Source: an optimization exercise on an open RTL-to-GDS flow (aim: small area). Production flows keep margins and buffers that such runs may drop. RTL that was checked went through simulation tests only; none was proved equivalent to the original. Power and IR drop assume default switching activity. The flow treats the clock pin as an ideal source, which a real chip does not have.

==> module bp_scanner, before the edit <==
module bp_scanner (
    input  wire        clk,
    input  wire        rst,            
    input  wire        scan_init,      
    input  wire        scan_tick,      
    input  wire [15:0] cols,           
    input  wire        hnd_key_down,   
    input  wire        hnd_key_up,     
    output reg  [3:0]  row_sel,        
    output reg         ev_valid,       
    output wire [3:0]  ev_row,         
    output wire [15:0] ev_down,        
    output reg  [15:0] ev_up           
);
    localparam ROWS = 16;
    localparam COLS = 16;
    localparam W    = 3 * COLS;
    localparam [2:0] S_U0 = 3'd6;
    localparam [2:0] S_U1 = 3'd2;
    localparam [2:0] S_U2 = 3'd0;
    localparam [2:0] S_U3 = 3'd1;
    localparam [2:0] S_D0 = 3'd3;
    localparam [2:0] S_D1 = 3'd5;
    localparam [2:0] S_D2 = 3'd4;
    localparam [2:0] S_DS = 3'd7;
    wire do_init = rst | scan_init;
    wire do_tick = scan_tick & ~do_init;
    reg  [ROWS*W-1:0] ring;
    wire [W-1:0] row_next;
    wire [COLS-1:0] up_vec;
    reg first_pass;
    always @(posedge clk) begin
        if (scan_tick)
            ring <= {row_next, ring[ROWS*W-1:W]};
    end
    genvar g;
    generate
        for (g = 0; g < COLS; g = g + 1) begin : g_col
            wire [2:0] k = ring[g*3 +: 3];
            wire       s = cols[g];
            reg  [2:0] nk;
            reg        up;
            always @(*) begin
                up = 1'b0;
                if (first_pass) begin
                    nk = s ? S_D0 : S_U0;
                end else begin
                    case (k)
                        S_U0: begin nk = s ? S_U1 : S_U0; end
                        S_U1: begin nk = s ? S_U2 : S_U0; end
                        S_U2: begin nk = s ? S_U3 : S_U0; end
                        S_U3: begin nk = s ? (hnd_key_down ? S_DS : S_D0) : S_U0; end
                        S_D0: begin nk = s ? S_D0 : S_D1; end
                        S_D1: begin nk = s ? S_D0 : S_D2; end
                        S_D2: begin nk = s ? S_D0 : S_U0; up = ~s; end
                        S_DS: begin nk = s ? S_D0 : S_D1; end
                        default: nk = S_U0;
                    endcase
                end
            end
            assign row_next[g*3 +: 3] = nk;
            assign up_vec[g] = up;
            assign ev_down[g] = (ring[(ROWS-1)*W + g*3 +: 3] == S_DS);
        end
    endgenerate
    assign ev_row = row_sel - 4'd1;
    always @(posedge clk) begin
        ev_up <= up_vec & {COLS{hnd_key_up}};
        if (do_init) begin
            row_sel    <= 4'd0;
            ev_valid   <= 1'b0;
            first_pass <= 1'b1;
        end else if (do_tick) begin
            row_sel    <= row_sel + 4'd1;
            ev_valid   <= 1'b1;
            if (row_sel == ROWS - 1)
                first_pass <= 1'b0;
        end else begin
            ev_valid   <= 1'b0;
        end
    end
endmodule
Settings: LEC_CHECK=0, ABC_AREA=1, CAP_MARGIN=20, CORE_MARGIN=2, CORE_UTILIZATION=40, CTS_CLUSTER_DIAMETER=100, CTS_CLUSTER_SIZE=30, PLACE_DENSITY=0.6, SLEW_MARGIN=20; clock period 8.0 ns.
standard.sh (not shown) runs the stock make flow with config.mk's settings and CLKGATE_MAP_FILE= SYNTH_SCRIPT=/design/flow/synth_recipe.tcl, a recipe that flattens the netlist after the stock synthesis.
==> flow/flow/run.sh <==
#!/bin/bash
# Layout flow: the standard ORFS flow, with two changes passed to ORFS's
# own knobs:
#  - clock tree synthesis without dummy loads (they only balance the tree),
#    with larger sink clusters;
#  - port buffers of the smallest buffer cell.
# Each ORFS step writes its full log under orfs/logs/; the output of the
# whole run goes to flow.log here.
set -euo pipefail
cd "$(dirname "$0")/.."
export CTS_ARGS="-sink_clustering_enable -repair_clock_nets -dont_use_dummy_load -sink_clustering_size 32 -sink_clustering_max_diameter 150"
export BUFFER_PORTS_ARGS="-buffer_cell sky130_fd_sc_hd__buf_1"
bash standard.sh finish > flow.log 2>&1
Edit:
==> flow/design.v (replaced) <==
module bp_scanner (
    input  wire        clk,
    input  wire        rst,            
    input  wire        scan_init,      
    input  wire        scan_tick,      
    input  wire [15:0] cols,           
    input  wire        hnd_key_down,   
    input  wire        hnd_key_up,     
    output reg  [3:0]  row_sel,        
    output reg         ev_valid,       
    output wire [3:0]  ev_row,         
    output wire [15:0] ev_down,        
    output reg  [15:0] ev_up           
);
    localparam ROWS = 16;
    localparam COLS = 16;
    localparam W    = 3 * COLS;
    localparam [2:0] S_U0 = 3'd0;
    localparam [2:0] S_U1 = 3'd3;
    localparam [2:0] S_U2 = 3'd1;
    localparam [2:0] S_U3 = 3'd7;
    localparam [2:0] S_D0 = 3'd2;
    localparam [2:0] S_D1 = 3'd4;
    localparam [2:0] S_D2 = 3'd5;
    localparam [2:0] S_DS = 3'd6;
    wire do_init = rst | scan_init;
    wire do_tick = scan_tick & ~do_init;
    reg  [ROWS*W-1:0] ring;
    wire [W-1:0] row_next;
    wire [COLS-1:0] up_vec;
    reg first_pass;
    always @(posedge clk) begin
        if (scan_tick)
            ring <= {row_next, ring[ROWS*W-1:W]};
    end
    genvar g;
    generate
        for (g = 0; g < COLS; g = g + 1) begin : g_col
            wire [2:0] k = ring[g*3 +: 3];
            wire       s = cols[g];
            wire k0 = k[0], k1 = k[1], k2 = k[2];
            wire n2 = ~first_pass & (s ? (k0 & ((k1 & k2) ? hnd_key_down : (~k1 & ~k2)))
                                       : (~k0 & (k1 | k2)));
            wire n1 = s & (first_pass | k2 | ~k1 | ~k0);
            wire n0 = ~first_pass & (s ? (~k2 & (~k1 | k0)) : (k2 & ~k1 & ~k0));
            wire [2:0] nk = {n2, n1, n0};
            wire up = ~first_pass & ~s & k2 & ~k1 & k0;
            assign row_next[g*3 +: 3] = nk;
            assign up_vec[g] = up;
            assign ev_down[g] = (ring[(ROWS-1)*W + g*3 +: 3] == S_DS);
        end
    endgenerate
    assign ev_row = row_sel - 4'd1;
    always @(posedge clk) begin
        ev_up <= up_vec & {COLS{hnd_key_up}};
        if (do_init) begin
            row_sel    <= 4'd0;
            ev_valid   <= 1'b0;
            first_pass <= 1'b1;
        end else if (do_tick) begin
            row_sel    <= row_sel + 4'd1;
            ev_valid   <= 1'b1;
            if (row_sel == ROWS - 1)
                first_pass <= 1'b0;
        end else begin
            ev_valid   <= 1'b0;
        end
    end
endmodule
Power rose by 1.4%. Cell count goes up by about 8%. Maximum frequency came out lower by 10%. Clock-buffer cell count does not change. Core utilization hardly moves.
No functional check of the RTL was part of the second run of this note.

-- separate check: timing with driven ports --
In the flow no input, the clock included, has a driving cell. The finished layouts below were timed again as built, in two steps. Step 1 assumes that a clkbuf_16 drives the clock port and a buf_2 every other input. Step 2 times the ports against the registers' clock, not the clock port: input delays grow and output delays shrink by t, the midpoint of the rising clock arrivals with the driver on. Three values: ideal ports, drivers, drivers and shift; two values: the first two.
run	shift t [ns]	setup WS [ns]	hold slack, ns
the first run	0.636	4.723 / 4.673 / 4.111	0.400 / 0.400 / 0.400
the second run	0.646	4.357 / 4.304 / 4.361	0.415 / 0.415 / 0.415
After both steps every run listed still meets setup and hold. For the first run, which loses most, drivers alone change the setup slack by -0.050 ns; drivers and shift together by -0.612 ns.
